Background: an optimization exercise with open tools, aiming at small area. Do not read the settings as production practice. The RTL was checked by simulation tests, not by an equivalence proof against the original design. Power figures rest on the tool's default switching activity, not on a simulated workload.

## config.mk

```make
export PLATFORM = sky130hd
export DESIGN_NAME = meter_b
export DESIGN_NICKNAME = meter_b
export VERILOG_FILES = /design/flow/design.v
export SDC_FILE = /design/flow/constraint.sdc
export NUM_CORES = 4
export LEC_CHECK = 0
export ABC_AREA = 1
export CAP_MARGIN = 20
export CORE_AREA = 2.3 2.72 253.3 253.2
export DIE_AREA = 0 0 256 256
export PLACE_DENSITY = 0.75
export SLEW_MARGIN = 20
```

## constraint.sdc

```tcl
create_clock -name core_clock -period 12.0 [get_ports {clk}]
set_input_delay 2.4000 -clock core_clock [delete_from_list [all_inputs] [get_ports {clk}]]
set_output_delay 2.4000 -clock core_clock [all_outputs]
set_load 0.01 [all_outputs]
```

## design.v

```verilog
module meter_b (
    input  wire        clk,
    input  wire        rst,
    input  wire        rx_valid,
    input  wire [7:0]  rx_data,
    input  wire        clr_minmax,
    input  wire        tick,
    input  wire        cond_reset,
    input  wire [3:0]  cond1_index,
    input  wire [2:0]  cond1_cmp,
    input  wire [24:0] cond1_threshold,
    input  wire [15:0] cond1_duration,
    input  wire [3:0]  cond2_index,
    input  wire [2:0]  cond2_cmp,
    input  wire [24:0] cond2_threshold,
    input  wire [15:0] cond2_duration,
    input  wire [2:0]  rd_idx,
    output wire [24:0] rd_last,
    output wire [24:0] rd_min,
    output wire [24:0] rd_max,
    output reg         cond1_result,
    output reg         cond2_result,
    output reg  [15:0] good_count,
    output reg  [15:0] bad_count
);
    function slt;
        input [24:0] a, b;
        integer j;
        reg r;
        begin
            r = 1'b0;
            for (j = 0; j < 24; j = j + 1)
                r = (~a[j] & b[j]) | (~a[j] & r) | (b[j] & r);
            slt = (a[24] & ~b[24]) | (a[24] & r) | (~b[24] & r);
        end
    endfunction
    function uge16;
        input [15:0] a, b;
        integer j;
        reg r;
        begin
            r = 1'b1;
            for (j = 0; j < 16; j = j + 1)
                r = (a[j] & ~b[j]) | (a[j] & r) | (~b[j] & r);
            uge16 = r;
        end
    endfunction
    reg  [5:0] idx;      
    reg  [7:0] sum;      
    reg  [7:0] sum_n;
    reg  [8:0] sc;
    integer j;
    always @(*) begin
        sc[0] = 1'b0;
        for (j = 0; j < 8; j = j + 1) begin
            sum_n[j]  = sum[j] ^ rx_data[j] ^ sc[j];
            sc[j + 1] = (sum[j] & rx_data[j]) | (sum[j] & sc[j]) | (rx_data[j] & sc[j]);
        end
    end
    wire       idle   = (idx == 6'd0);
    wire       store  = rx_valid & ~idle;
    wire       lastb  = store & (idx == 6'd34);
    wire       ok     = (sum_n == 8'hFF);       
    wire       commit = lastb & ok;
    always @(posedge clk) begin
        if (rst)
            idx <= 6'd0;
        else if (rx_valid) begin
            if (idle) begin
                if (rx_data == 8'h55) idx <= 6'd1;
            end else if (idx == 6'd34)
                idx <= 6'd0;
            else
                idx <= idx + 6'd1;
        end
    end
    always @(posedge clk)
        if (rx_valid) sum <= idle ? 8'h55 : sum_n;
    reg  [7:0] bb [1:21];
    wire [7:0] wbyte = rst ? 8'h00 : rx_data;
    integer k;
    always @(posedge clk)
        for (k = 1; k <= 21; k = k + 1)
            if (rst | (store & (idx == k)))
                bb[k] <= wbyte;
    reg [4:0] t;        
    reg       ty_fr, ty_cnt, ty_tk, ty_rst;
    always @(posedge clk) begin
        if (rst | lastb | tick) begin
            t      <= 5'd0;
            ty_fr  <= ~rst & commit;
            ty_cnt <= rst | lastb;
            ty_tk  <= ~rst & tick;
            ty_rst <= rst;
        end else if (t != 5'd31)
            t <= t + 5'd1;
    end
    reg  cg, cb;       
    wire rot_c = ty_cnt & ~t[4];
    always @(posedge clk) begin
        if (rst | lastb) begin
            cg <= ~rst & ok;
            cb <= ~rst & ~ok;
        end else if (rot_c) begin
            good_count <= {~ty_rst & (good_count[0] ^ cg), good_count[15:1]};
            bad_count  <= {~ty_rst & (bad_count[0] ^ cb), bad_count[15:1]};
            cg <= cg & good_count[0];
            cb <= cb & bad_count[0];
        end
    end
    reg [23:0] last [0:6];
    integer q;
    always @(posedge clk)
        if (commit | (ty_rst & (t == 5'd0)))
            for (q = 0; q < 7; q = q + 1)
                last[q] <= {bb[3*q+1], bb[3*q+2], bb[3*q+3]};
    reg  [24:0] e_sum;
    reg  [24:0] eci, eco;      
    reg  [24:0] ea, eb;
    reg         ec8_q, ec16_q;
    integer m;
    always @(*) begin
        ea = {last[5][23], last[5]};
        eb = {last[6][23], last[6]};
        for (m = 0; m < 25; m = m + 1) begin
            if (m == 0)       eci[m] = 1'b0;
            else if (m == 8)  eci[m] = ec8_q;
            else if (m == 16) eci[m] = ec16_q;
            else              eci[m] = eco[m - 1];
            e_sum[m] = ea[m] ^ eb[m] ^ eci[m];
            eco[m]   = (ea[m] & eb[m]) | (ea[m] & eci[m]) | (eb[m] & eci[m]);
        end
    end
    always @(posedge clk) begin
        ec8_q  <= eco[7];
        ec16_q <= eco[15];
    end
    integer f;
    reg [23:0] max_u [0:2];    
    reg [22:0] max_s [3:6];    
    reg [23:0] max_e;          
    reg [23:0] min_s [3:6];    
    reg [24:0] min_e;          
    wire       early = (t[4:3] == 2'b00);
    wire [2:0] sel = ~early ? rd_idx :
                     ty_tk  ? (t[0] ? cond2_index[2:0] : cond1_index[2:0]) :
                     t[2:0];
    wire        tks = early & ty_tk;           
    wire [24:0] th  = t[0] ? cond2_threshold : cond1_threshold;
    reg [24:0] L, MN, MX;
    always @(*) begin
        case (sel)
            3'd0: L = {1'b0, last[0]};
            3'd1: L = {1'b0, last[1]};
            3'd2: L = {1'b0, last[2]};
            3'd3: L = {last[3][23], last[3]};
            3'd4: L = {last[4][23], last[4]};
            3'd5: L = {last[5][23], last[5]};
            3'd6: L = {last[6][23], last[6]};
            default: L = e_sum;
        endcase
        case (sel)
            3'd0: MX = {1'b0, max_u[0]};
            3'd1: MX = {1'b0, max_u[1]};
            3'd2: MX = {1'b0, max_u[2]};
            3'd3: MX = {2'b00, max_s[3]};
            3'd4: MX = {2'b00, max_s[4]};
            3'd5: MX = {2'b00, max_s[5]};
            3'd6: MX = {2'b00, max_s[6]};
            default: MX = {1'b0, max_e};
        endcase
        case (sel)
            3'd3: MN = {min_s[3][23], min_s[3]};
            3'd4: MN = {min_s[4][23], min_s[4]};
            3'd5: MN = {min_s[5][23], min_s[5]};
            3'd6: MN = {min_s[6][23], min_s[6]};
            3'd7: MN = min_e;
            default: MN = 25'd0;
        endcase
        if (tks) begin
            MN = th;
            MX = th;
        end
    end
    assign rd_last = L;
    assign rd_min  = MN;
    assign rd_max  = MX;
    wire lt_min = slt(L, MN);      
    wire gt_max = slt(MX, L);      
    wire        clr  = rst | clr_minmax;
    wire [24:0] W    = clr ? 25'd0 : L;
    wire        mm   = early & ty_fr;
    wire [2:0]  d    = t[2:0];
    always @(posedge clk) begin
        for (f = 0; f < 3; f = f + 1)
            if (clr | (mm & (d == f) & gt_max)) max_u[f] <= W[23:0];
        for (f = 3; f < 7; f = f + 1) begin
            if (clr | (mm & (d == f) & gt_max)) max_s[f] <= W[22:0];
            if (clr | (mm & (d == f) & lt_min)) min_s[f] <= W[23:0];
        end
        if (clr | (mm & (d == 3'd7) & gt_max)) max_e <= W[23:0];
        if (clr | (mm & (d == 3'd7) & lt_min)) min_e <= W;
    end
    wire        c2    = t[0];
    wire [2:0]  ccmp  = c2 ? cond2_cmp : cond1_cmp;
    wire        cbad  = c2 ? cond2_index[3] : cond1_index[3];
    wire        th_lt = gt_max;           
    wire        th_gt = lt_min;           
    reg         hit;
    always @(*) begin
        case (ccmp)
            3'd0:    hit = th_lt;
            3'd1:    hit = ~th_gt;
            3'd2:    hit = ~th_lt & ~th_gt;
            3'd3:    hit = ~th_lt;
            3'd4:    hit = th_gt;
            3'd5:    hit = th_lt | th_gt;
            default: hit = 1'b0;
        endcase
    end
    wire c = ~cbad & hit;
    reg [15:0] held1, held2;
    reg        pend1, pend2;
    reg        keep1, keep2, ch1, ch2;
    wire ge1 = uge16(held1, cond1_duration);
    wire ge2 = uge16(held2, cond2_duration);
    wire step1 = ty_tk & (t == 5'd0);
    wire step2 = ty_tk & (t == 5'd1);
    wire rot_h = (ty_tk | ty_rst) & (t[4] ^ t[3]);    
    always @(posedge clk) begin
        if (rst) begin
            cond1_result <= 1'b0; pend1 <= 1'b0; keep1 <= 1'b0;
        end else if (cond_reset) begin
            cond1_result <= 1'b0; pend1 <= 1'b1;
        end else if (step1) begin
            if (pend1 | ~c)
                cond1_result <= 1'b0;
            else if (ge1)
                cond1_result <= 1'b1;
            keep1 <= c & ~pend1;
            pend1 <= 1'b0;
        end
    end
    always @(posedge clk) begin
        if (rst) begin
            cond2_result <= 1'b0; pend2 <= 1'b0; keep2 <= 1'b0;
        end else if (cond_reset) begin
            cond2_result <= 1'b0; pend2 <= 1'b1;
        end else if (step2) begin
            if (pend2 | ~c)
                cond2_result <= 1'b0;
            else if (ge2)
                cond2_result <= 1'b1;
            keep2 <= c & ~pend2;
            pend2 <= 1'b0;
        end
    end
    always @(posedge clk) begin
        if (step1 | step2) begin
            ch1 <= 1'b1;
            ch2 <= 1'b1;
        end else if (rot_h) begin
            held1 <= {keep1 & (held1[0] ^ ch1), held1[15:1]};
            held2 <= {keep2 & (held2[0] ^ ch2), held2[15:1]};
            ch1   <= ch1 & held1[0];
            ch2   <= ch2 & held2[0];
        end
    end
endmodule
```

## flow/run.sh

```bash
#!/bin/bash
# Layout flow: the standard ORFS flow, with three changes to how the
# layout is made:
#  - synthesis maps logic with an area-oriented ABC script (flow/abc_area.script);
#    the registers, their names and cells are those of the standard synthesis
#  - port buffers use the smallest buffer cell
#  - clock tree built from small clock buffers, without dummy loads
# Every tool's output goes to logs in this folder (make.log, orfs/logs/...).
set -euo pipefail
W=$PWD
rm -rf "$W/scripts_mod"
cp -r "$FLOW_HOME/scripts" "$W/scripts_mod"
cp "$W/flow/abc_area.script" "$W/scripts_mod/abc_area.script"

CTS="-sink_clustering_enable -repair_clock_nets -dont_use_dummy_load -buf_list sky130_fd_sc_hd__clkbuf_4 -sink_clustering_size 10 -sink_clustering_max_diameter 50"

make -C "$FLOW_HOME" DESIGN_CONFIG="$FLOW_CONFIG" WORK_HOME="$W/orfs" \
    CLKGATE_MAP_FILE= SYNTH_SCRIPT="$W/synth_recipe.tcl" \
    SCRIPTS_DIR="$W/scripts_mod" \
    BUFFER_PORTS_ARGS="-buffer_cell sky130_fd_sc_hd__buf_1" \
    CTS_ARGS="$CTS" \
    finish > "$W/make.log" 2>&1

R="$W/orfs/results/$FLOW_PLATFORM/meter_b/base"
: # left out here: write the final layout as DEF
```

## flow/abc_area.script

```
strash
&get -n
&deepsyn -T 20
&dch -f
&nf -R 1000
&put
topo
```

## standard.sh

```bash
#!/bin/bash
# synth_recipe.tcl (not shown) runs the flow's synth.tcl, then flattens the netlist and writes it again
# the make line also repeats each setting of config.mk as NAME=value (left out here)
make -C /OpenROAD-flow-scripts/flow DESIGN_CONFIG=/design/flow/config.mk WORK_HOME=/design/flow/orfs CLKGATE_MAP_FILE= SYNTH_SCRIPT=/design/flow/synth_recipe.tcl "${@:-finish}"
```

==> run notes, run 1 <==
Core ar. 62700 µm²; unrepaired setup endpoints after global routing no; fin. max-slew vios 0; Slew headroom 25.2%; crit path max-delay cell type a221oi_1; top-count cell post-synth edfxtp_1; cell mode on critical path o21ai_0; Synth area leaders edfxtp_1 (78%), a222oi_1 (3.1%), fa_1 (2.1%), dfxtp_1 (1.5%), clkinv_1 (1.4%); Worst Hold End last[3][22]; CTS tree done; GR Overflow Total 0; CP Buf/Inv Count 4; Main synth FF type edfxtp_1; Antenna Violating Nets Remaining 0; final setup TNS 0 ns; # setup viols final 0; Hold Buf Count CTS 0; clk_skew 0.0806 ns; Post-synth EDFFs 723; FF-to-FF path depth 37; CTS resizes 0; share of post-route cells with drive strength above 1 7.88%; critical path class in2reg; Num CTS Buffers 85; warning count from the yosys run 6; Crit. End Element flip-flop; MaxCap Viol Count 0; worst-path fanout max 30; DP HPWL 45.7 mm; reg2reg start t[3]; syn_area_per_cell 17.2 µm²; Multi-input gate area 5620 µm²; Starting Density 44.6%; post-route cell area 31000 µm²; Syn Nets 1785; First-pass DRT Iterations 9; Starting DRT DRC Count 2271; hold path start bb[10][6]; largest net degree at the start of global routing 83; Seq cells post-synth 744; Synth top cells by count edfxtp_1 (723), clkinv_1 (108), nor2_1 (98); Synth cell types 46; Crit path required time 12.44 ns; Yosys top cell area share 77.5%; DRC Markers 0; Startpoint Class input pin; Rows 92; first-pass GRT wire length 105 mm; Seq/Total Area, Yosys 79.0%; FF-to-FF setup slack 2.04 ns; outcome finished clean; Hold Path Cell Cnt 0; PD cells 160 nW/µm²; All-Layer GR Usage 21.1%; Root Buffer clkbuf_4; die area 65500 µm²; Clk pin slew, worst setup/hold paths 0.10 ns; initial antenna violation count 1; Seq. cell area 22100 µm²; maximum clock rate 96.2 MHz; fin crit share 86.6%; maximum vdd drop 0.0588 mV; setup bufs post-CTS 0; clock sink count 744; Hold Fails Final Rpt 0; area growth from synthesis to layout 10.6%; fin nets 2129; cell family with most CP delay compound AO/OA/AOI/OAI gates; Final Power 4.95 mW; Longest Clk Path Bufs 3; post-layout min period 10.40 ns; H-Tree Depth 3; WL/cell 24.9 µm; Die Ht 256 µm; R2R Path End max_u[2][20]; gp weighted congestion 0.868; vias in the first global route 17100; Via density 5.93; via count 16700; crit-path max cell delay 0.88 ns; cell taking the most area after synthesis edfxtp_1; fill count 5105; Post-synth ARST share 0%; Synth Cell Area 28000 µm²; I/O pins 222; Hold Crit Class reg2reg; dpl cell area 30300 µm²; leakage power 10.2 nW; cells after synthesis 1624; die width 256 µm; Worst-Margin Slew 1.12 ns; Buffers on Ports 221; Clock Latency Late Sink 0.84 ns; CP arrival 10.84 ns; final WL 69.9 mm
-- report_power, final --
part	switching [mW]	leakage [nW]	internal (mW)	total [mW]
sequential	0.0772	7.42	3.13	3.20
combinational	0.493	2.43	0.191	0.684
clock	0.737	0.391	0.327	1.06
total	1.31	10.2	3.64	4.95
-- layer usage --
| layer | global-route usage (%) | wire length [µm] |
|---|---|---|
| met4 | 9.26 | 2630 |
| met1 | 27.3 | 26700 |
| met5 | 0 | 0 |
| met3 | 4.05 | 6550 |
| met2 | 34.9 | 34100 |
-- metrics by stage --
stage	cells	setup WS [ns]	hold WS (ns)	util [%]
after detailed placement	2727	0.993	0.405	48.3
after global routing	2813	1.23	0.396	49.4
after floorplan	1624	0.180	0.400	-
final	2813	1.60	0.389	49.4
after global placement	2727	1.25	0.400	48.3
after CTS	2812	1.82	0.392	49.3
-- cell type report --
| cell class | instances | area share (%) |
|---|---|---|
| sequential | 744 | 71.4 |
| tap | 846 | 3.42 |
| multi-input combinational | 772 | 18.1 |
| timing repair buffer | 257 | 3.64 |
| clock buffer | 85 | 2.06 |
| antenna | 1 | 0.00808 |
| inverter | 108 | 1.31 |
-- cell families after synthesis --
family / count (synthesis) / synth area share, %
flops: 744 / 79.0
compound gates: 415 / 11.2
simple gates: 289 / 4.72
buf+inv: 108 / 1.45
fa+ha+maj: 59 / 3.34
xor+xnor: 5 / 0.156
mux: 4 / 0.147
-- how the worst max path moves through the flow --
stage	from	endpoint	cells past startpoint
finish	rd_idx[1]	max_u[2][20]	36
global route	rd_idx[1]	max_u[2][20]	36
CTS	rd_idx[1]	max_u[2][20]	36
detailed placement	rd_idx[1]	max_u[2][11]	36
global placement	rd_idx[1]	max_u[2][11]	36
floorplan	t[4]	max_u[1][0]	36
-- state kept, by name, indices dropped and copies added (netlist names), 5 cells and up --
name        cells
max_e          24
last          168
sum             8
max_u          72
held1          16
min_s          96
held2          16
max_s          92
idx             6
min_e          25
bad_count      16
bb            168
good_count     16
t               5
-- cells in the final DEF (no fill, tap or decap), types with 3 or more instances in the layout --
master     count
clkinv_1     107
a222oi_1      88
a31oi_1       30
nor2_2        16
mux2i_1        3
clkbuf_4      85
a21o_1        21
buf_4         34
or2_0          3
and2_0         7
a211oi_1       3
a2111oi_0      3
o22a_1         5
a221o_1        3
and3_1        28
maj3_1        11
and4_1         3
ha_1          18
nor2_1        71
a31o_1         8
nand3_1       19
a22o_1        28
nor3_1        13
a21oi_1       71
a221oi_1      40
o22ai_1       43
nor2b_1        9
nor2_4        11
dfxtp_1       21
nand4_1        3
o221ai_1       3
a22oi_1       33
nand2_1       84
nand2b_1      10
buf_1        220
edfxtp_1     723
fa_1          30
o21ai_0       24
o2bb2ai_1      4
xnor2_1        3
==> inputs of run 2 (changes only) <==
--- a/flow/run.sh
+++ b/flow/run.sh
@@ -5,6 +5,7 @@
 #    the registers, their names and cells are those of the standard synthesis
 #  - port buffers use the smallest buffer cell
 #  - clock tree built from small clock buffers, without dummy loads
+#  - no pre-placement timing repair (REMOVE_ABC_BUFFERS=1): timing is repaired after placement
 # Every tool's output goes to logs in this folder (make.log, orfs/logs/...).
 set -euo pipefail
 W=$PWD
@@ -18,7 +19,7 @@
     CLKGATE_MAP_FILE= SYNTH_SCRIPT="$W/synth_recipe.tcl" \
     SCRIPTS_DIR="$W/scripts_mod" \
     BUFFER_PORTS_ARGS="-buffer_cell sky130_fd_sc_hd__buf_1" \
-    CTS_ARGS="$CTS" \
+    CTS_ARGS="$CTS" REMOVE_ABC_BUFFERS=1 \
     finish > "$W/make.log" 2>&1
 
 R="$W/orfs/results/$FLOW_PLATFORM/meter_b/base"
==> flow/abc_area.script (replaced) <==
strash
&get -n
&dch -f
&nf -R 1000
&put
topo
--- a/config.mk
+++ b/config.mk
@@ -9,5 +9,5 @@
 export CAP_MARGIN = 20
 export CORE_AREA = 2.3 2.72 253.3 253.2
 export DIE_AREA = 0 0 256 256
-export PLACE_DENSITY = 0.75
+export PLACE_DENSITY = 0.6
 export SLEW_MARGIN = 20
==> run notes, run 2 <==
outcome finished clean; Seq/Total Area, Yosys 78.4% (-0.65 points); die area 65500 µm² (unchanged); Buffers on Ports 221 (unchanged); DP HPWL 47.1 mm (+3.2%); Longest Clk Path Bufs 3 (unchanged); gp weighted congestion 0.890 (+2.6%); Synth Cell Area 28200 µm² (+0.83%); share of post-route cells with drive strength above 1 11.3% (+3.4 points); vias in the first global route 16900 (-1.3%); crit path launch cond1_index[1]; crit-path max cell delay 0.37 ns (-0.51 ns); cell taking the most area after synthesis edfxtp_1; hold path start bb[8][0]; fill count 5262 (+3.1%); Crit path required time 12.76 ns (+0.32 ns); All-Layer GR Usage 22.0% (+0.90 points); clock sink count 744 (unchanged); multiplexer area fraction after synthesis 0.288% (+0.14 points); # setup viols final 0 (unchanged); unrepaired setup endpoints after global routing no; Antenna Violating Nets Remaining 0 (unchanged); Min Hold Slack 0.339 ns (-0.0501 ns); Worst Hold End last[2][8]; reg2reg start t[4]; fin. max-slew vios 0 (unchanged); worst-path fanout max 10 (-67%); R2R Path End keep2; maximum vdd drop 0.0676 mV (+15%); die width 256 µm (unchanged); final WL 72.5 mm (+3.6%); Post-Synth Simple-Gate Area 4.05% (-0.67 points); FF-to-FF setup slack 1.12 ns (-0.92 ns); Compound-Gate Fraction of Synth Area 11.1% (-0.038 points); FF-to-FF path depth 43 (+16%); Synth cell types 43 (-6.5%); syn_area_per_cell 16.9 µm² (-1.8%); Main synth FF type edfxtp_1; Synth Area in Adders 4.66% (+1.3 points); Slew headroom 23.2% (-2.0 points); critical path class in2reg; Hold Fails Final Rpt 0 (unchanged); maximum clock rate 85.4 MHz (-11%); crit path max-delay cell type maj3_1; leakage power 10.8 nW (+5.4%); cells after synthesis 1667 (+2.6%); biggest regs bb: 168 flops, last: 168 flops, min_s: 96 flops; Crit. End Element flip-flop; Starting Density 45.0% (+0.37 points); CP arrival 12.47 ns (+1.63 ns); most frequent cells in the layout edfxtp_1 (723), buf_1 (220), a22oi_1 (126), clkinv_1 (99), buf_4 (93); post-route cell area 31800 µm² (+2.7%); H-Tree Depth 3 (unchanged); Clock Latency Late Sink 0.89 ns (+0.05 ns); Post-synth EDFFs 723 (unchanged); fin crit share 97.6% (+11 points); fin cells 2926 (+4.0%); Num CTS Buffers 88 (+3.5%); Root Buffer clkbuf_4; DRC Markers 0 (unchanged); warning count from the yosys run 6 (unchanged); Rows 92 (unchanged); Synth Area in XOR/XNOR 0.186% (+0.030 points); largest family of logic cells by synthesized area compound AO/OA/AOI/OAI gates; Clk pin slew, worst setup/hold paths 0.10 ns (about the same); Startpoint Class input pin; Synth area leaders edfxtp_1 (77%), a22oi_1 (3.3%), fa_1 (2.1%), a222oi_1 (2.1%), o21ai_0 (1.9%); final setup TNS 0 ns (unchanged); via count 16800 (+0.60%); WL/cell 24.8 µm (-0.39%); fin nets 2239 (+5.2%); GR Overflow Total 0 (unchanged); Post-synth ARST share 0% (unchanged); first-pass GRT wire length 108 mm (+2.8%); MaxCap Viol Count 0 (unchanged); First-pass DRT Iterations 9 (unchanged); Yosys top cell area share 76.9% (-0.64 points); PD cells 157 nW/µm² (-1.9%); initial antenna violation count 2 (+1); Via density 5.74 (-3.3%); Die Ht 256 µm (unchanged); I/O pins 222 (unchanged); dpl cell area 31100 µm² (+2.5%); largest net degree at the start of global routing 87 (+4.8%); Core ar. 62700 µm² (unchanged); Starting DRT DRC Count 1661 (-27%); Seq cells post-synth 744 (unchanged); Synth top cells by count edfxtp_1 (723), a22oi_1 (126), o21ai_0 (108); Post-Place Cells 2832 (+3.9%); commonest non-fill, non-tap cell in the layout edfxtp_1; top-count cell post-synth edfxtp_1; clk_skew 0.0981 ns (+0.0174 ns); Hold Path Cell Cnt 0 (unchanged); Hold Crit Class reg2reg; CTS tree done; post-layout min period 11.71 ns (+1.31 ns); Worst-Margin Slew 1.14 ns (+0.0176 ns); area growth from synthesis to layout 12.6%; post-layout util 50.7% (+1.3 points); Hold Buf Count CTS 0 (unchanged); cell mode on critical path maj3_1
run 2: cell count changes after synthesis, moves of 33 or more:
cell	change
a22oi_1	+93
a221oi_1	-36
nand3_1	+39
maj3_1	+38
o21ai_0	+84
o22ai_1	-33
run 2: how the worst max path moves through the flow:
stage,end,slack (ns)
2_1_floorplan,min_e[0],-4.91
3_3_place_gp,cond2_result,-1.13
3_5_place_dp,cond2_result,-1.30
4_1_cts,cond2_result,0.03
5_1_grt,cond2_result,0.04
6_report,keep2,0.29
run 2: where the power goes:
group	internal (mW)	switching [mW]
clock network	0.337	0.758
registers	3.11	0.0715
logic	0.228	0.484
total	3.67	1.31
run 2: cell type report:
cell class	instances	area (µm²)	area share, %
Multi-Input combinational cell	824	5910	18.6
Tap cell	846	1060	3.33
Inverter	99	372	1.17
Clock buffer	88	661	2.08
Sequential cell	744	22100	69.6
Antenna cell	4	10.0	0.0315
Timing Repair Buffer	321	1670	5.25
run 2: repair_timing:
item	in CTS	in global routing
buffers inserted	0	2
endpoints found under the hold margin	0	0
endpoints found under the setup margin	125	125
pin swaps	7	8
resized for setup	12	9
run 2: per-stage QoR:
stage	power [mW]	setup slack (ns)
6_report	4.99	0.293
2_1_floorplan	3.58	-4.91
3_5_place_dp	3.94	-1.30
5_1_grt	5.20	0.0358
3_3_place_gp	3.93	-1.13
4_1_cts	5.02	0.0256
run 2: worst max-delay path: cells and delay by family:
kind	cells	cell delay, ns
compound gates	12	1.64
buf+inv	7	0.83
simple gates	5	0.44
fa+ha+maj	21	7.14
run 2: cells by family after synthesis:
family	after synthesis
flip-flops	744
XOR/XNOR	6
multiplexers	8
adder cells (fa/ha/maj)	97
buffers and inverters	99
AO/OA/AOI/OAI	459
AND/OR/NAND/NOR	254
run 2: per-layer routing:
| layer | GRT usage, % | vias up | wire [µm] |
|---|---|---|---|
| met5 | 0 | - | 0 |
| met4 | 6.25 | 0 | 1790 |
| met3 | 3.77 | 120 | 5070 |
| met2 | 36.6 | 645 | 35100 |
| met1 | 30.1 | 8502 | 30500 |
| li1 | - | 7529 | - |
==> inputs of run 3 (changes only) <==
--- a/design.v
+++ b/design.v
@@ -84,13 +84,14 @@
             if (rst | (store & (idx == k)))
                 bb[k] <= wbyte;
     reg [4:0] t;        
-    reg       ty_fr, ty_cnt, ty_tk, ty_rst;
+    reg       ty_fr, ty_mm, ty_cnt, ty_tk, ty_rst;
     always @(posedge clk) begin
         if (rst | lastb | tick) begin
             t      <= 5'd0;
             ty_fr  <= ~rst & commit;
+            ty_mm  <= ~rst & commit & ~clr_minmax;    
             ty_cnt <= rst | lastb;
-            ty_tk  <= ~rst & tick;
+            ty_tk  <= ~rst & tick & ~cond_reset;      
             ty_rst <= rst;
         end else if (t != 5'd31)
             t <= t + 5'd1;
@@ -111,7 +112,7 @@
     reg [23:0] last [0:6];
     integer q;
     always @(posedge clk)
-        if (commit | (ty_rst & (t == 5'd0)))
+        if ((ty_fr | ty_rst) & (t == 5'd1))
             for (q = 0; q < 7; q = q + 1)
                 last[q] <= {bb[3*q+1], bb[3*q+2], bb[3*q+3]};
     reg  [24:0] e_sum;
@@ -141,11 +142,10 @@
     reg [23:0] max_e;          
     reg [23:0] min_s [3:6];    
     reg [24:0] min_e;          
-    wire       early = (t[4:3] == 2'b00);
-    wire [2:0] sel = ~early ? rd_idx :
-                     ty_tk  ? (t[0] ? cond2_index[2:0] : cond1_index[2:0]) :
-                     t[2:0];
-    wire        tks = early & ty_tk;           
+    wire        tks = ty_tk & (t[4:1] == 4'd0);      
+    wire        mm  = ty_mm & (t[4:3] == 2'b01);     
+    wire [2:0]  sel = tks ? (t[0] ? cond2_index[2:0] : cond1_index[2:0]) :
+                      mm  ? t[2:0] : rd_idx;
     wire [24:0] th  = t[0] ? cond2_threshold : cond1_threshold;
     reg [24:0] L, MN, MX;
     always @(*) begin
@@ -189,7 +189,6 @@
     wire gt_max = slt(MX, L);      
     wire        clr  = rst | clr_minmax;
     wire [24:0] W    = clr ? 25'd0 : L;
-    wire        mm   = early & ty_fr;
     wire [2:0]  d    = t[2:0];
     always @(posedge clk) begin
         for (f = 0; f < 3; f = f + 1)
@@ -224,8 +223,8 @@
     reg        keep1, keep2, ch1, ch2;
     wire ge1 = uge16(held1, cond1_duration);
     wire ge2 = uge16(held2, cond2_duration);
-    wire step1 = ty_tk & (t == 5'd0);
-    wire step2 = ty_tk & (t == 5'd1);
+    wire step1 = tks & ~t[0];
+    wire step2 = tks & t[0];
     wire rot_h = (ty_tk | ty_rst) & (t[4] ^ t[3]);    
     always @(posedge clk) begin
         if (rst) begin
--- a/flow/run.sh
+++ b/flow/run.sh
@@ -5,7 +5,6 @@
 #    the registers, their names and cells are those of the standard synthesis
 #  - port buffers use the smallest buffer cell
 #  - clock tree built from small clock buffers, without dummy loads
-#  - no pre-placement timing repair (REMOVE_ABC_BUFFERS=1): timing is repaired after placement
 # Every tool's output goes to logs in this folder (make.log, orfs/logs/...).
 set -euo pipefail
 W=$PWD
@@ -19,7 +18,7 @@
     CLKGATE_MAP_FILE= SYNTH_SCRIPT="$W/synth_recipe.tcl" \
     SCRIPTS_DIR="$W/scripts_mod" \
     BUFFER_PORTS_ARGS="-buffer_cell sky130_fd_sc_hd__buf_1" \
-    CTS_ARGS="$CTS" REMOVE_ABC_BUFFERS=1 \
+    CTS_ARGS="$CTS" \
     finish > "$W/make.log" 2>&1
 
 R="$W/orfs/results/$FLOW_PLATFORM/meter_b/base"
==> flow/abc_area.script (replaced) <==
strash
&get -n
&deepsyn -T 20
&dch -f
&nf -R 1000
&put
topo
==> run notes, run 3 <==
dpl cell area 30700 µm² (-1.2%); fin nets 2152 (-3.9%); Crit path required time 12.76 ns (about the same); most frequent cells in the layout edfxtp_1 (724), buf_1 (220), clkinv_1 (105), clkbuf_4 (87), nor2_1 (84); Rows 92 (unchanged); share of post-route cells with drive strength above 1 9.56% (-1.8 points); Longest Clk Path Bufs 3 (unchanged); I/O pins 222 (unchanged); cell mode on critical path maj3_1; MaxCap Viol Count 0 (unchanged); FF-to-FF path depth 36 (-16%); Hold Crit Class reg2reg; first-pass GRT wire length 108 mm (about the same); Root Buffer clkbuf_4; Final Power 4.96 mW (-0.54%); Num CTS Buffers 87 (-1.1%); Worst Hold End last[6][6]; cell taking the most area after synthesis edfxtp_1; biggest regs bb: 168 flops, last: 168 flops, min_s: 96 flops; cells after synthesis 1612 (-3.3%); maximum vdd drop 0.0630 mV (-6.8%); initial antenna violation count 3 (+1); PD cells 158 nW/µm² (+0.82%); die area 65500 µm² (unchanged); dpl ws 0.208 ns (+1.51 ns); vias in the first global route 16800 (-0.15%); die width 256 µm (unchanged); reg2reg start last[6][0]; largest net degree at the start of global routing 73 (-16%); post-layout util 50.0% (-0.68 points); FF-to-FF setup slack 1.36 ns (+0.24 ns); Buffers on Ports 221 (unchanged); Post-Place Cells 2747 (-3.0%); commonest non-fill, non-tap cell in the layout edfxtp_1; warning count from the yosys run 6 (unchanged); final worst slack 1.12 ns (+0.828 ns); crit-path max cell delay 0.66 ns (+0.29 ns); CTS resizes 0 (-12); Synth Cell Area 28100 µm² (-0.65%); post-route cell area 31400 µm² (-1.3%); All-Layer GR Usage 22.1% (+0.026 points); fin crit share 90.7% (-6.9 points); Syn Nets 1774; Seq cells post-synth 745 (+0.13%); Post-synth ARST share 0% (unchanged); worst-path fanout max 17 (+7); Starting Density 44.7% (-0.29 points); crit path max-delay cell type o21ai_0; fill count 5246 (-0.30%); clk_skew 0.0976 ns (-0.000476 ns); Hold Buf Count CTS 0 (unchanged); # setup viols final 0 (unchanged); clock sink count 745 (+0.13%); setup bufs post-CTS 0 (unchanged); CTS tree done; Clock Latency Late Sink 0.85 ns (-0.04 ns); Die Ht 256 µm (unchanged); gp weighted congestion 0.889 (about the same); Crit. End Element flip-flop; Synth area leaders edfxtp_1 (77%), a222oi_1 (2.8%), fa_1 (2.1%), dfxtp_1 (1.5%), nor2_1 (1.5%); critical path class in2reg; hold path start bb[21][6]; Min Hold Slack 0.379 ns (+0.0409 ns); post-layout min period 10.88 ns (-0.828 ns); fin. max-slew vios 0 (unchanged); syn_area_per_cell 17.4 µm² (+2.7%); final setup TNS 0 ns (unchanged); DRC Markers 0 (unchanged); Synth top cells by count edfxtp_1 (724), nor2_1 (109), clkinv_1 (106); via count 16700 (-0.64%); H-Tree Depth 3 (unchanged); Main synth FF type edfxtp_1; Post-synth EDFFs 724 (+0.14%); WL/cell 25.5 µm (+3.0%); DP HPWL 46.5 mm (-1.4%); Antenna Violating Nets Remaining 0 (unchanged); area growth from synthesis to layout 11.9%; First-pass DRT Iterations 5 (-4); unrepaired setup endpoints after global routing no; R2R Path End cond2_result; Via density 5.88 (+2.5%); Core ar. 62700 µm² (unchanged); GR Overflow Total 0 (unchanged); maximum clock rate 91.9 MHz (+7.6%); Hold Path Cell Cnt 0 (unchanged); Seq/Total Area, Yosys 79.0% (+0.62 points); Hold Fails Final Rpt 0 (unchanged); fin cells 2836 (-3.1%); CP arrival 11.64 ns (-0.83 ns); Slew headroom 25.4% (+2.2 points); Synth cell types 53 (+23%); Starting DRT DRC Count 1910 (+15%); outcome finished clean; Worst-Margin Slew 1.12 ns (-0.0221 ns); leakage power 10.4 nW (-3.5%); final WL 72.3 mm (-0.19%); Yosys top cell area share 77.5% (+0.61 points); top-count cell post-synth edfxtp_1; Startpoint Class input pin; Clk pin slew, worst setup/hold paths 0.11 ns (about the same)
## run 3: cell count changes in the layout (fill, tap and decap cells not counted), moves of 23 or more
cell	before	now
a221oi_1	4	32
a22oi_1	126	46
buf_4	93	59
o21ai_0	92	16
o21a_1	25	2
a31oi_1	2	29
o22ai_1	10	40
a21o_1	1	24
nand3_1	58	10
## run 3: logic make-up (layout without fill, tap and decap cells)
family          Yosys count  in the layout  share of synthesized area [%]
compound gates          405            405                           11.0
xor+xnor                  4              4                          0.125
fa+ha+maj                77             77                           3.99
buf+inv                 106            482                           1.42
flops                   745            745                           79.0
mux                       3              3                          0.111
other cells               0              2                              0
simple gates            272            272                           4.41
## run 3: layout make-up
class	instances	area [µm²]	area share (%)
multi-input combinational	761	5650	18.0
inverter	106	398	1.27
clock buffer	87	653	2.08
tap	846	1060	3.37
sequential	745	22200	70.6
timing repair buffer	289	1450	4.63
antenna	2	5.00	0.0159
## run 3: critical path: cells and delay by family
family,cells,cell delay (ns)
adder cells (fa/ha/maj),12,4.42
AND/OR/NAND/NOR,7,1.78
AO/OA/AOI/OAI,14,2.99
buffers and inverters,1,0.06
## run 3: worst max-delay path by stage
stage	from	cells after the start	slack (ns)	to
after floorplan	rd_idx[2]	33	0.27	cond2_result
after global placement	rd_idx[2]	34	0.29	cond2_result
after detailed placement	rd_idx[2]	34	0.21	cond2_result
after CTS	rd_idx[2]	34	1.13	cond2_result
after global routing	rd_idx[2]	34	0.65	cond2_result
final	rd_idx[2]	34	1.12	cond2_result
## run 3: metal layers
| metal | wire length, µm | track usage (%) | share of wire, % |
|---|---|---|---|
| met5 | 0 | 0 | 0 |
| met3 | 5750 | 3.37 | 8.0 |
| met4 | 1700 | 6.95 | 2.3 |
| met2 | 34700 | 35.7 | 48 |
| met1 | 30200 | 31.0 | 42 |
## run 3: where the power goes
part / switching [mW] / internal, mW / total [mW]
combinational: 0.512 / 0.224 / 0.736
clock: 0.751 / 0.333 / 1.08
sequential: 0.0568 / 3.08 / 3.14
==> inputs of run 4 (changes only) <==
--- a/config.mk
+++ b/config.mk
@@ -9,5 +9,5 @@
 export CAP_MARGIN = 20
 export CORE_AREA = 2.3 2.72 253.3 253.2
 export DIE_AREA = 0 0 256 256
-export PLACE_DENSITY = 0.6
+export PLACE_DENSITY = 0.75
 export SLEW_MARGIN = 20
==> run notes, run 4 <==
outcome finished clean; NetSw 1.31 mW (-0.58%); cell taking the most area after synthesis edfxtp_1; Clk pwr share 21.7% (-0.2 points); post-layout util 49.8% (-0.23 points); Synth area leaders edfxtp_1 (77%), a222oi_1 (2.8%), fa_1 (2.1%), dfxtp_1 (1.5%), nor2_1 (1.5%); Starting Density 44.7% (unchanged); Hold Fails Final Rpt 0 (unchanged); cells after synthesis 1612 (unchanged); Num CTS Buffers 86 (-1.1%); Main synth FF type edfxtp_1; largest net degree at the start of global routing 85 (+16%); first-pass GRT wire length 105 mm (-2.9%); vias in the first global route 16900 (+0.13%); H-Tree Depth 3 (unchanged); crit path launch rd_idx[1]; Synth Cell Area 28100 µm² (unchanged); gp weighted congestion 0.937 (+5.3%); Internal 3.63 mW (-0.23%); CP Buf/Inv Count 2 (+1); critical path class in2reg; final setup TNS 0 ns (unchanged); worst-path fanout max 13 (-4); Die Ht 256 µm (unchanged); warning count from the yosys run 6 (unchanged); Via density 5.90 (+0.19%); Post-synth ARST share 0% (unchanged); area growth from synthesis to layout 11.3%; Root Buffer clkbuf_4; Hold Buf Count CTS 0 (unchanged); Starting DRT DRC Count 1871 (-2.0%); Crit path required time 12.75 ns (about the same); PD cells 158 nW/µm² (+0.14%); DP HPWL 45.7 mm (-1.7%); Buffers on Ports 221 (unchanged); I/O pins 222 (unchanged); Seq cells post-synth 745 (unchanged); CTS tree done; Clk pin slew, worst setup/hold paths 0.10 ns (about the same); Antenna Violating Nets Remaining 0 (unchanged); clk_skew 0.123 ns (+0.0252 ns); reg2reg start last[5][0]; MaxCap Viol Count 0 (unchanged); All-Layer GR Usage 21.3% (-0.78 points); final WL 70.2 mm (-2.9%); fin crit share 92.1% (+1.5 points); DRC Markers 0 (unchanged); CP arrival 11.80 ns (+0.16 ns); via count 16700 (-0.054%); GR Overflow Total 0 (unchanged); initial antenna violation count 1 (-2); die area 65500 µm² (unchanged); commonest non-fill, non-tap cell in the layout edfxtp_1; Synth top cells by count edfxtp_1 (724), nor2_1 (109), clkinv_1 (106); hold path start bb[2][3]; Longest Clk Path Bufs 3 (unchanged); Seq/Total Area, Yosys 79.0% (unchanged); # setup viols final 0 (unchanged); cell family with most CP delay adder cells; top-count cell post-synth edfxtp_1; setup bufs post-CTS 0 (unchanged); fin. max-slew vios 0 (unchanged); WL/cell 24.8 µm (-2.7%); Core ar. 62700 µm² (unchanged); Switching Share 26.5% (-0.069 points); crit-path max cell delay 0.59 ns (-0.07 ns); Syn Nets 1774 (unchanged); post-layout min period 11.06 ns (+0.176 ns); Post-synth EDFFs 724 (unchanged); Synth cell types 53 (unchanged); fin nets 2146 (-0.28%); most frequent cells in the layout edfxtp_1 (724), buf_1 (220), clkinv_1 (105), clkbuf_4 (86), nor2_1 (84); leakage power 10.4 nW (-0.64%); maximum clock rate 90.5 MHz (-1.6%); clock sink count 745 (unchanged); Gate power share 14.7% (about the same); Rows 92 (unchanged); Crit. End Element flip-flop; Hold Crit Class reg2reg; Yosys top cell area share 77.5% (unchanged); share of power burned in registers 63.6% (+0.3 points); Worst-Margin Slew 1.08 ns (-0.0360 ns); crit path max-delay cell type a21oi_1; CTS resizes 0 (unchanged); First-pass DRT Iterations 9 (+4); die width 256 µm (unchanged); Startpoint Class input pin; Slew headroom 27.8% (+2.4 points); biggest regs bb: 168 flops, last: 168 flops, min_s: 96 flops; Clock Latency Late Sink 0.87 ns (+0.02 ns); cell mode on critical path maj3_1; maximum vdd drop 0.0715 mV (+14%); unrepaired setup endpoints after global routing no; syn_area_per_cell 17.4 µm² (unchanged); share of post-route cells with drive strength above 1 9.23% (-0.32 points)
run 4: worst reg2reg max path: cells and delay by family, from the launching register on:
kind	cells	cell delay [ns]
fa+ha+maj	20	7.54
compound gates	10	1.83
simple gates	4	0.73
flops	1	0.48
buf+inv	2	0.23
run 4: kinds of logic (layout without fill, tap and decap cells):
| logic type | count (synthesis) | in the layout | synth area share, % |
|---|---|---|---|
| AO/OA/AOI/OAI | 405 | 405 | 11.0 |
| buffers and inverters | 106 | 476 | 1.42 |
| other | 0 | 1 | 0 |
| multiplexers | 3 | 3 | 0.111 |
| flip-flops | 745 | 745 | 79.0 |
| adder cells (fa/ha/maj) | 77 | 77 | 3.99 |
| XOR/XNOR | 4 | 4 | 0.125 |
| AND/OR/NAND/NOR | 272 | 272 | 4.41 |
run 4: power by group through the flow:
stage | Combinational (mW) | Sequential, mW | Clock [mW]
final | 0.728 | 3.15 | 1.07
after global routing | 0.782 | 3.16 | 1.18
after CTS | 0.722 | 3.15 | 1.09
after detailed placement | 0.720 | 3.21 | 0
after global placement | 0.706 | 3.19 | 0
after floorplan | 0.386 | 3.19 | 0
run 4: cell type report:
| class | count | area, µm² |
|---|---|---|
| Antenna cell | 1 | 2.50 |
| Timing Repair Buffer | 284 | 1330 |
| Clock buffer | 86 | 646 |
| Multi-Input combinational cell | 761 | 5640 |
| Fill cell | 5082 | 31500 |
| Tap cell | 846 | 1060 |
| Inverter | 106 | 398 |
| Sequential cell | 745 | 22200 |
run 4: worst paths after layout:
path / cells past startpoint / slack (ns) / endpoint
worst max-delay path: 35 / 0.94 / cond2_result
worst min-delay path: 0 / 0.38 / last[0][11]
worst max register to register: 36 / 1.10 / cond2_result
worst min register to register: 0 / 0.38 / last[0][11]
run 4: routing by layer:
layer | track usage (%) | up-vias | wire, µm
li1 | - | 7291 | -
met5 | 0 | - | 0
met3 | 4.30 | 164 | 6860
met1 | 28.1 | 8213 | 27100
met2 | 34.1 | 1012 | 33500
met4 | 9.99 | 0 | 2800
run 4: metrics by stage:
stage          total power, mW  area (µm²)  hold WS, ns  setup WS [ns]  instances
3_5_place_dp              3.93       30600        0.405          0.179       2742
2_1_floorplan             3.57       28100        0.400          0.269       1612
4_1_cts                   4.96       31200        0.379           1.05       2828
3_3_place_gp              3.90       30600        0.401          0.418       2742
5_1_grt                   5.12       31200        0.386          0.628       2829
6_report                  4.95       31200        0.382          0.944       2829
==> inputs of run 5 (changes only) <==
--- a/config.mk
+++ b/config.mk
@@ -9,5 +9,5 @@
 export CAP_MARGIN = 20
 export CORE_AREA = 2.3 2.72 253.3 253.2
 export DIE_AREA = 0 0 256 256
-export PLACE_DENSITY = 0.75
+export PLACE_DENSITY = 0.85
 export SLEW_MARGIN = 20
==> run notes, run 5 <==
Root Buffer clkbuf_4; Clock Latency Late Sink 0.84 ns (-0.03 ns); Syn Nets 1759 (-0.85%); share of post-route cells with drive strength above 1 10.8% (+1.6 points); initial antenna violation count 2 (+1); FF-to-FF setup slack 1.11 ns (about the same); Clk pin slew, worst setup/hold paths 0.09 ns (about the same); leakage power 10.5 nW (+1.1%); hold path start bb[9][1]; dpl ws 0.0753 ns (-0.104 ns); crit-path max cell delay 0.40 ns (-0.19 ns); Post-synth EDFFs 724 (unchanged); Main synth FF type edfxtp_1; Hold Fails Final Rpt 0 (unchanged); gp weighted congestion 0.934 (-0.30%); DRC Markers 0 (unchanged); die area 65500 µm² (unchanged); worst-path fanout max 23 (+10); I/O pins 222 (unchanged); Slew headroom 22.8% (-5.0 points); cell taking the most area after synthesis edfxtp_1; commonest non-fill, non-tap cell in the layout edfxtp_1; post-route cell area 31600 µm² (+1.1%); unrepaired setup endpoints after global routing no; Buffers on Ports 221 (unchanged); largest net degree at the start of global routing 75 (-12%); Num CTS Buffers 86 (unchanged); Post-Place Cells 2739 (-0.11%); Rows 92 (unchanged); fin crit share 93.3% (+1.2 points); final worst slack 0.802 ns (-0.142 ns); fin. max-slew vios 0 (unchanged); CTS resizes 0 (unchanged); Antenna Violating Nets Remaining 0 (unchanged); fill count 4908 (-3.4%); Seq. cell area 22200 µm² (unchanged); First-pass DRT Iterations 9 (unchanged); final WL 70.7 mm (+0.67%); vias in the first global route 17000 (+0.90%); PD cells 157 nW/µm² (-0.57%); Synth cell types 49 (-7.5%); Synth Cell Area 28100 µm² (about the same); Worst-Margin Slew 1.16 ns (+0.0736 ns); Startpoint Class input pin; die width 256 µm (unchanged); maximum clock rate 89.3 MHz (-1.3%); FF-to-FF path depth 37 (+2.8%); cell mode on critical path maj3_2; Post-synth ARST share 0% (unchanged); Seq cells post-synth 745 (unchanged); All-Layer GR Usage 21.3% (-0.021 points); crit path max-delay cell type o21bai_1; CTS tree done; outcome finished clean; DP HPWL 48.9 mm (+7.1%); clock sink count 745 (unchanged); via count 16900 (+1.3%); Hold Buf Count CTS 0 (unchanged); crit path launch rd_idx[1]; Via density 5.98 (+1.4%); R2R Path End max_s[3][13]; WL/cell 25.0 µm (+0.77%); Longest Clk Path Bufs 3 (unchanged); biggest regs bb: 168 flops, last: 168 flops, min_s: 96 flops; Synth top cells by count edfxtp_1 (724), clkinv_1 (105), nor2_1 (105); Starting DRT DRC Count 2468 (+32%); critical path class in2reg; setup bufs post-CTS 0 (unchanged); syn_area_per_cell 17.6 µm² (+0.95%); post-layout min period 11.20 ns (+0.142 ns); Multi-input gate area 5750 µm² (+1.9%); H-Tree Depth 3 (unchanged); final setup TNS 0 ns (unchanged); Core ar. 62700 µm² (unchanged); cells after synthesis 1597 (-0.93%); Hold Path Cell Cnt 0 (unchanged); CP arrival 11.69 ns (-0.11 ns); warning count from the yosys run 6 (unchanged); top-count cell post-synth edfxtp_1; fin nets 2143 (-0.14%); MaxCap Viol Count 0 (unchanged); reg2reg start t[4]; Synth area leaders edfxtp_1 (77%), a222oi_1 (3.0%), fa_1 (2.1%), dfxtp_1 (1.5%), maj3_1 (1.5%); Starting Density 44.7% (about the same); Crit. End Element flip-flop; first-pass GRT wire length 105 mm (+0.12%); dpl cell area 30900 µm² (+1.1%); # setup viols final 0 (unchanged); Yosys top cell area share 77.5% (about the same); Hold Crit Class reg2reg; fin cells 2826 (-0.11%); Crit path required time 12.50 ns (-0.25 ns); most frequent cells in the layout edfxtp_1 (724), buf_1 (220), clkinv_1 (104), clkbuf_4 (86); Worst Hold End last[2][1]; maximum vdd drop 0.0800 mV (+12%); clk_skew 0.0922 ns (-0.0306 ns); GR Overflow Total 0 (unchanged); Die Ht 256 µm (unchanged); Seq/Total Area, Yosys 79.0% (about the same); area growth from synthesis to layout 12.5%
==> run 5: changes by cell type in the layout (fill, tap and decap cells not counted), sizes merged, moves of 4 or more <==
cell / before / now
a21o: 24 / 20
a21oi: 67 / 62
a222oi: 79 / 84
a22o: 25 / 29
a22oi: 46 / 34
buf: 283 / 295
maj3: 28 / 42
nand2: 76 / 72
nor2: 109 / 105
o21ai: 16 / 10
o22ai: 40 / 36
==> run 5: per-layer routing <==
| metal | global-route usage (%) | up-vias | routed length, µm | share of wire (%) |
|---|---|---|---|---|
| met2 | 35.2 | 1146 | 34600 | 49 |
| met3 | 4.60 | 220 | 7380 | 10 |
| met5 | 0 | - | 8 | 0.011 |
| met4 | 10.8 | 2 | 3380 | 4.8 |
| met1 | 26.5 | 8261 | 25300 | 36 |
| li1 | - | 7271 | - | - |
==> run 5: logic make-up (layout without fill, tap and decap cells) <==
kind of cell	Yosys count	after routing	synth area share, %
other	0	1	0
XOR/XNOR	3	3	0.0937
adder cells (fa/ha/maj)	91	91	4.49
AO/OA/AOI/OAI	379	379	10.4
flip-flops	745	745	79.0
multiplexers	6	6	0.223
buffers and inverters	105	487	1.40
AND/OR/NAND/NOR	268	268	4.39
==> run 5: metrics by stage <==
stage                     utilization (%)  hold WS [ns]  power, mW
after detailed placement             49.3         0.405       3.96
after floorplan                         -         0.400       3.59
after CTS                            50.3         0.372       4.98
after global placement               49.3         0.400       3.92
after global routing                 50.3         0.378       5.14
final                                50.3         0.351       4.97
==> run 5: worst max path at each step <==
stage / endpoint / slack (ns) / cells past startpoint
global placement: cond1_result / 0.32 / 38
global route: cond2_result / 0.55 / 37
CTS: max_s[3][5] / 0.94 / 34
finish: max_s[3][13] / 0.80 / 34
floorplan: max_e[0] / 0.02 / 31
detailed placement: max_s[3][8] / 0.08 / 34
==> run 5: area by class of cell <==
cell class | count | area share (%)
flip-flops and latches | 745 | 70.2
multi-input cells | 747 | 18.2
repair buffers | 296 | 4.93
well taps | 846 | 3.35
clock buffers | 86 | 2.05
inverters | 105 | 1.25
diodes | 1 | 0.00793
==> run 5: worst max-delay path: cells and delay by family <==
kind,cells,cell delay (ns)
compound gates,9,2.27
fa+ha+maj,18,5.75
buf+inv,3,0.48
simple gates,4,0.75
==> run 5: power by group <==
group / internal, mW / switching (mW) / total (mW) / leakage, nW
clock network: 0.330 / 0.731 / 1.06 / 0.396
logic: 0.243 / 0.518 / 0.761 / 2.71
registers: 3.08 / 0.0640 / 3.15 / 7.36
total: 3.66 / 1.31 / 4.97 / 10.5
==> inputs of run 6 (changes only) <==
--- a/config.mk
+++ b/config.mk
@@ -9,5 +9,5 @@
 export CAP_MARGIN = 20
 export CORE_AREA = 2.3 2.72 253.3 253.2
 export DIE_AREA = 0 0 256 256
-export PLACE_DENSITY = 0.85
+export PLACE_DENSITY = 0.65
 export SLEW_MARGIN = 20
==> run notes, run 6 <==
outcome finished clean; first-pass GRT wire length 107 mm (+1.9%); H-Tree Depth 3 (unchanged); Post-Place Cells 2744 (+0.18%); final setup TNS 0 ns (unchanged); multiplexer area fraction after synthesis 0.111% (-0.11 points); most frequent cells in the layout edfxtp_1 (724), buf_1 (220), clkinv_1 (105), clkbuf_4 (86), nor2_1 (84); die width 256 µm (unchanged); Synth top cells by count edfxtp_1 (724), nor2_1 (109), clkinv_1 (106); crit-path max cell delay 0.59 ns (+0.19 ns); fill count 5188 (+5.7%); met2 WL 34.2 mm (-1.2%); Buffers on Ports 221 (unchanged); largest net degree at the start of global routing 71 (-5.3%); Seq cells post-synth 745 (unchanged); DP HPWL 46.4 mm (-5.2%); cell taking the most area after synthesis edfxtp_1; Root Buffer clkbuf_4; clock sink count 745 (unchanged); warning count from the yosys run 6 (unchanged); WL/cell 25.2 µm (+0.64%); Slew headroom 25.8% (+3.0 points); CP arrival 11.59 ns (-0.10 ns); # setup viols final 0 (unchanged); Synth area leaders edfxtp_1 (77%), a222oi_1 (2.8%), fa_1 (2.1%), dfxtp_1 (1.5%), nor2_1 (1.5%); met1 wire length 28.7 mm (+14%); Multi-input gate area 5650 µm² (-1.7%); R2R Path End cond2_result; unrepaired setup endpoints after global routing no; final WL 71.3 mm (+0.89%); FF-to-FF path depth 36 (-2.7%); FF-to-FF setup slack 1.28 ns (+0.17 ns); share of post-route cells with drive strength above 1 9.42% (-1.4 points); Crit. End Element flip-flop; top-count cell post-synth edfxtp_1; area growth from synthesis to layout 11.8%; Core ar. 62700 µm² (unchanged); Syn Nets 1774 (+0.85%); setup bufs post-CTS 0 (unchanged); Longest Clk Path Bufs 3 (unchanged); MaxCap Viol Count 0 (unchanged); Yosys top cell area share 77.5% (about the same); gp weighted congestion 0.880 (-5.7%); Starting DRT DRC Count 2079 (-16%); Worst-Margin Slew 1.11 ns (-0.0466 ns); final worst slack 1.17 ns (+0.364 ns); Hold Fails Final Rpt 0 (unchanged); maximum vdd drop 0.0648 mV (-19%); worst-path fanout max 18 (-22%); Clk pin slew, worst setup/hold paths 0.11 ns (+0.02 ns); CTS resizes 0 (unchanged); leakage power 10.4 nW (-0.57%); cells after synthesis 1612 (+0.94%); largest family of logic cells by synthesized area compound AO/OA/AOI/OAI gates; Min Hold Slack 0.396 ns (+0.0445 ns); maximum clock rate 92.3 MHz (+3.4%); crit path launch rd_idx[2]; Synth Area in XOR/XNOR 0.125% (+0.031 points); Hold Buf Count CTS 0 (unchanged); die area 65500 µm² (unchanged); Synth Area in Adders 3.99% (-0.50 points); fin. max-slew vios 0 (unchanged); Starting Density 44.7% (about the same); fin nets 2149 (+0.28%); fin crit share 90.3% (-3.0 points); Hold Crit Class reg2reg; Antenna Violating Nets Remaining 0 (unchanged); vias in the first global route 17100 (+0.62%); Synth cell types 53 (+8.2%); reg2reg start last[5][0]; Post-Synth Simple-Gate Area 4.41% (+0.014 points); biggest regs bb: 168 flops, last: 168 flops, min_s: 96 flops; syn_area_per_cell 17.4 µm² (-0.94%); CTS tree done; clk_skew 0.0967 ns (+0.00457 ns); Post-synth EDFFs 724 (unchanged); Die Ht 256 µm (unchanged); PD cells 158 nW/µm² (+0.38%); Via density 5.86 (-2.0%); Seq. cell area 22200 µm² (unchanged); top layer in use met4; First-pass DRT Iterations 6 (-3); commonest non-fill, non-tap cell in the layout edfxtp_1; Post-synth ARST share 0% (unchanged); Final Power 4.96 mW (-0.26%); Rows 92 (unchanged); DRC Markers 0 (unchanged); Num CTS Buffers 86 (unchanged); Clock Latency Late Sink 0.87 ns (+0.03 ns); fin cells 2833 (+0.25%); crit path max-delay cell type o21ai_0; Startpoint Class input pin; WL met3 6.28 mm (-15%); Main synth FF type edfxtp_1; via count 16600 (-1.8%); Compound-Gate Fraction of Synth Area 11.0% (+0.55 points); post-layout min period 10.83 ns (-0.364 ns); cell mode on critical path maj3_1; critical path class in2reg; Seq/Total Area, Yosys 79.0% (about the same); All-Layer GR Usage 21.7% (+0.47 points); GR Overflow Total 0 (unchanged); CP Capture Point cond2_result; Crit path required time 12.75 ns (+0.25 ns); I/O pins 222 (unchanged); Synth Cell Area 28100 µm² (about the same); initial antenna violation count 1 (-1); dpl ws 0.364 ns (+0.288 ns)
[run 6: cell count changes after synthesis, moves of 5 or more]
cell	previous run	this run
a21oi_1	62	67
maj3_1	42	28
a22oi_1	34	46
a222oi_1	84	79
o21ai_0	10	16
[run 6: final cells by class]
| type | count | area share (%) |
|---|---|---|
| diodes | 2 | 0.0160 |
| flip-flops and latches | 745 | 70.7 |
| clock buffers | 86 | 2.06 |
| inverters | 106 | 1.27 |
| well taps | 846 | 3.37 |
| multi-input cells | 761 | 18.0 |
| repair buffers | 287 | 4.61 |
[run 6: stage by stage]
| step | util [%] | cell area, µm² |
|---|---|---|
| 3_3_place_gp | 48.9 | 30700 |
| 5_1_grt | 50.0 | 31400 |
| 4_1_cts | 49.9 | 31300 |
| 3_5_place_dp | 48.9 | 30700 |
| 6_report | 50.0 | 31400 |
| 2_1_floorplan | - | 28100 |
[run 6: worst min path at each step]
| stage | from | endpoint | slack, ns | cells past startpoint |
|---|---|---|---|---|
| 5_1_grt | bb[17][3] | last[5][11] | 0.38 | 0 |
| 4_1_cts | bb[17][3] | last[5][11] | 0.39 | 0 |
| 3_5_place_dp | bb[2][6] | last[0][14] | 0.40 | 0 |
| 6_report | bb[17][3] | last[5][11] | 0.40 | 0 |
| 3_3_place_gp | bb[7][4] | last[2][20] | 0.40 | 0 |
| 2_1_floorplan | bb[3][0] | last[0][0] | 0.40 | 0 |
[run 6: layer usage]
metal  up-vias  global-route usage [%]
met1      8368                    29.4
met3       116                    4.07
met4         0                    8.32
met5         -                       0
li1       7305                       -
met2       810                    35.2
[run 6: report_power, final]
part	switching (mW)	total (mW)	internal, mW
Clock	0.750	1.08	0.330
Sequential	0.0587	3.14	3.08
Combinational	0.511	0.734	0.223
Total	1.32	4.96	3.64
[run 6: critical path: cells and delay by family]
family,cells,cell delay [ns]
adders and majority gates,12,4.39
AOI/OAI and AO/OA,14,2.88
and+or+nand+nor,7,1.84
buffers and inverters,1,0.06
[run 6: kinds of logic after synthesis]
logic type               count (synthesis)
flip-flops                             745
AO/OA/AOI/OAI                          405
AND/OR/NAND/NOR                        272
buffers and inverters                  106
adder cells (fa/ha/maj)                 77
XOR/XNOR                                 4
multiplexers                             3
==> inputs of run 7 (changes only) <==
--- a/design.v
+++ b/design.v
@@ -142,11 +142,10 @@
     reg [23:0] max_e;          
     reg [23:0] min_s [3:6];    
     reg [24:0] min_e;          
-    wire        tks = ty_tk & (t[4:1] == 4'd0);      
-    wire        mm  = ty_mm & (t[4:3] == 2'b01);     
-    wire [2:0]  sel = tks ? (t[0] ? cond2_index[2:0] : cond1_index[2:0]) :
-                      mm  ? t[2:0] : rd_idx;
-    wire [24:0] th  = t[0] ? cond2_threshold : cond1_threshold;
+    wire       tks = ty_tk & (t[4:1] == 4'd0);      
+    wire       mm  = ty_mm & (t[4:3] == 2'b01);     
+    wire [2:0] sel = tks ? (t[0] ? cond2_index[2:0] : cond1_index[2:0]) :
+                     mm  ? t[2:0] : rd_idx;
     reg [24:0] L, MN, MX;
     always @(*) begin
         case (sel)
@@ -177,16 +176,12 @@
             3'd7: MN = min_e;
             default: MN = 25'd0;
         endcase
-        if (tks) begin
-            MN = th;
-            MX = th;
-        end
     end
     assign rd_last = L;
     assign rd_min  = MN;
     assign rd_max  = MX;
-    wire lt_min = slt(L, MN);      
-    wire gt_max = slt(MX, L);      
+    wire lt_min = slt(L, MN);
+    wire gt_max = slt(MX, L);
     wire        clr  = rst | clr_minmax;
     wire [24:0] W    = clr ? 25'd0 : L;
     wire [2:0]  d    = t[2:0];
@@ -201,10 +196,11 @@
         if (clr | (mm & (d == 3'd7) & lt_min)) min_e <= W;
     end
     wire        c2    = t[0];
+    wire [24:0] th    = c2 ? cond2_threshold : cond1_threshold;
     wire [2:0]  ccmp  = c2 ? cond2_cmp : cond1_cmp;
     wire        cbad  = c2 ? cond2_index[3] : cond1_index[3];
-    wire        th_lt = gt_max;           
-    wire        th_gt = lt_min;           
+    wire        th_lt = slt(th, L);       
+    wire        th_gt = slt(L, th);       
     reg         hit;
     always @(*) begin
         case (ccmp)
--- a/config.mk
+++ b/config.mk
@@ -9,5 +9,5 @@
 export CAP_MARGIN = 20
 export CORE_AREA = 2.3 2.72 253.3 253.2
 export DIE_AREA = 0 0 256 256
-export PLACE_DENSITY = 0.65
+export PLACE_DENSITY = 0.75
 export SLEW_MARGIN = 20
==> run notes, run 7 <==
Root Buffer clkbuf_4; fin cells 2848 (+0.53%); Final Power 4.97 mW (+0.36%); Hold Fails Final Rpt 0 (unchanged); final setup TNS 0 ns (unchanged); final WL 70.7 mm (-0.78%); post-layout util 50.2% (+0.24 points); reg2reg start last[6][0]; cells after synthesis 1639 (+1.7%); fin crit share 88.6% (-1.7 points); MaxCap Viol Count 0 (unchanged); Buffers on Ports 220 (-0.45%); first-pass GRT wire length 106 mm (-1.2%); Slew headroom 24.2% (-1.6 points); clk_skew 0.104 ns (+0.00722 ns); outcome finished clean; CP Capture Point min_s[5][6]; die width 256 µm (unchanged); Synth top cells by count edfxtp_1 (724), clkinv_1 (119), nand2_1 (94); most frequent cells in the layout edfxtp_1 (724), buf_1 (219), clkinv_1 (118), nand2_1 (94), clkbuf_4 (87); initial antenna violation count 1 (unchanged); Clock Latency Late Sink 0.87 ns (about the same); setup bufs post-CTS 0 (unchanged); I/O pins 222 (unchanged); crit path launch rd_idx[2]; Num CTS Buffers 87 (+1.2%); # setup viols final 0 (unchanged); First-pass DRT Iterations 8 (+2); All-Layer GR Usage 21.5% (-0.23 points); WL/cell 24.8 µm (-1.3%); biggest regs bb: 168 flops, last: 168 flops, min_s: 96 flops; Synth cell types 51 (-3.8%); Starting Density 45.2% (+0.46 points); H-Tree Depth 3 (unchanged); cell taking the most area after synthesis edfxtp_1; largest net degree at the start of global routing 89 (+25%); maximum clock rate 94.1 MHz (+1.9%); Hold Crit Class reg2reg; maximum vdd drop 0.0615 mV (-5.1%); crit-path max cell delay 0.53 ns (-0.06 ns); share of post-route cells with drive strength above 1 9.00% (-0.43 points); Seq/Total Area, Yosys 78.2% (-0.81 points); fin nets 2165 (+0.74%); clock sink count 745 (unchanged); FF-to-FF path depth 33 (-8.3%); fin. max-slew vios 0 (unchanged); Crit path required time 12.56 ns (-0.19 ns); Worst-Margin Slew 1.13 ns (+0.0187 ns); GR Overflow Total 0 (unchanged); cell mode on critical path maj3_1; post-layout min period 10.63 ns (-0.201 ns); Seq cells post-synth 745 (unchanged); die area 65500 µm² (unchanged); Post-Place Cells 2760 (+0.58%); Yosys top cell area share 76.7% (-0.79 points); Synth area leaders edfxtp_1 (77%), a222oi_1 (2.7%), a22oi_1 (2.2%), fa_1 (2.1%), clkinv_1 (1.6%); Rows 92 (unchanged); warning count from the yosys run 6 (unchanged); Post-synth EDFFs 724 (unchanged); Crit. End Element flip-flop; R2R Path End min_s[5][6]; Die Ht 256 µm (unchanged); Hold Buf Count CTS 0 (unchanged); Antenna Violating Nets Remaining 0 (unchanged); critical path class in2reg; CTS resizes 0 (unchanged); top-count cell post-synth edfxtp_1; Post-synth ARST share 0% (unchanged); M3 GR Usage 4.46% (+0.39 points); Synth Cell Area 28300 µm² (+1.0%); leakage power 10.6 nW (+1.7%); Core ar. 62700 µm² (unchanged); via count 16800 (+1.2%); commonest non-fill, non-tap cell in the layout edfxtp_1; fill count 5099 (-1.7%); DRC Markers 0 (unchanged); CP arrival 11.19 ns (-0.40 ns); CTS tree done; Main synth FF type edfxtp_1; crit path max-delay cell type o221ai_1; Via density 5.90 (+0.64%); FF-to-FF setup slack 1.68 ns (+0.40 ns); DP HPWL 47.9 mm (+3.4%); Syn Nets 1801 (+1.5%); vias in the first global route 17000 (-1.0%); Longest Clk Path Bufs 3 (unchanged); unrepaired setup endpoints after global routing no; area growth from synthesis to layout 11.2%; gp weighted congestion 0.915 (+3.9%); GRT busiest layer met2; met1 GRT Util 28.0% (-1.3 points); worst-path fanout max 18 (unchanged); syn_area_per_cell 17.3 µm² (-0.63%); PD cells 158 nW/µm² (-0.12%); met2 Use GR 34.9% (-0.35 points); Clk pin slew, worst setup/hold paths 0.10 ns (about the same); Startpoint Class input pin; Starting DRT DRC Count 1993 (-4.1%)
-- run 7: cell types whose count changed in the layout (fill, tap and decap cells not counted), moves of 15 or more --
cell,delta
a21oi_1,-27
a31oi_1,-24
a22oi_1,+36
nor2_1,-23
a221oi_1,-15
nand2_1,+18
-- run 7: worst max-delay path, delay by kind of cell --
family | cells | cell delay (ns)
and+or+nand+nor | 4 | 0.67
AOI/OAI and AO/OA | 14 | 2.87
adders and majority gates | 13 | 4.60
buffers and inverters | 3 | 0.61
-- run 7: per-layer routing --
metal | vias to the layer above | part of all wire (%) | wire length [µm]
met5 | - | 0 | 0
met3 | 136 | 9.5 | 6700
met1 | 8368 | 38 | 27100
li1 | 7325 | - | -
met4 | 0 | 4.1 | 2900
met2 | 965 | 48 | 34000
-- run 7: layout make-up --
type	count	area (µm²)	area share (%)
antenna	1	2.50	0.00794
timing repair buffer	276	1290	4.09
clock buffer	87	653	2.07
inverter	119	447	1.42
multi-input combinational	774	5910	18.7
sequential	745	22200	70.3
tap	846	1060	3.36
-- run 7: power breakdown --
group,internal (mW),switching (mW),leakage [nW]
logic,0.226,0.530,2.80
registers,3.08,0.0622,7.38
clock network,0.333,0.741,0.400
total,3.64,1.33,10.6
-- run 7: cell families after synthesis --
| kind of cell | count (synthesis) | synth area share, % |
|---|---|---|
| buffers and inverters | 120 | 1.60 |
| AO/OA/AOI/OAI | 370 | 10.2 |
| flip-flops | 745 | 78.2 |
| other | 1 | 0.0132 |
| AND/OR/NAND/NOR | 295 | 4.93 |
| multiplexers | 28 | 1.04 |
| XOR/XNOR | 4 | 0.124 |
| adder cells (fa/ha/maj) | 76 | 3.91 |
-- run 7: through the flow --
stage	hold slack [ns]	instance area (µm²)	setup WS (ns)
2_1_floorplan	0.400	28400	0.0305
3_3_place_gp	0.401	30800	0.834
3_5_place_dp	0.405	30800	0.601
4_1_cts	0.388	31500	1.47
5_1_grt	0.404	31500	0.847
6_report	0.386	31500	1.37
-- run 7: worst min path at each step --
stage	from	endpoint	slack (ns)	cells after the start
floorplan	bb[3][0]	last[0][0]	0.40	0
global placement	bb[18][2]	last[5][2]	0.40	0
detailed placement	bb[2][7]	last[0][15]	0.40	0
CTS	bb[3][0]	last[0][0]	0.39	0
global route	bb[3][0]	last[0][0]	0.40	0
finish	bb[3][0]	last[0][0]	0.39	0

==> afterwards: timing with drivers on the ports <==
How much do the figures lean on ideal ports? The routed layouts below were timed once more, with nothing changed but the port constraints.
Step 1 assumes that a clkbuf_16 drives the clock port and a buf_2 every other input.
Step 2 adds t to the input delays and takes it off the output delays; t is the mean of the earliest and latest rising clock arrival at the registers after step 1. Input paths then give back, and output paths get back, about the clock's delay inside the block.
a / b / c = ideal ports / drivers / drivers and shift; a / b = the first two.
run	t (ns)	setup slack, ns	worst setup path at the end	worst slew at a driven data input, ns
run 1	0.857	1.604 / 1.634 / 0.776	input to register	0.05
run 2	0.900	0.293 / 0.326 / -0.574	input to register	0.06
run 3	0.859	1.121 / 1.142 / 0.283	input to register	0.05
run 4	0.861	0.944 / 0.967 / 0.106	input to register	0.05
run 5	0.852	0.802 / 0.829 / -0.023	input to register	0.04
run 6	0.870	1.166 / 1.192 / 0.322	input to register	0.06
run 7	0.871	1.368 / 1.399 / 0.528	input to register	0.05
With both steps, setup timing fails in run 2 and run 5, where it was met with ideal ports. For run 2, which loses most, drivers alone change the setup slack by +0.033 ns; drivers and shift together by -0.867 ns.
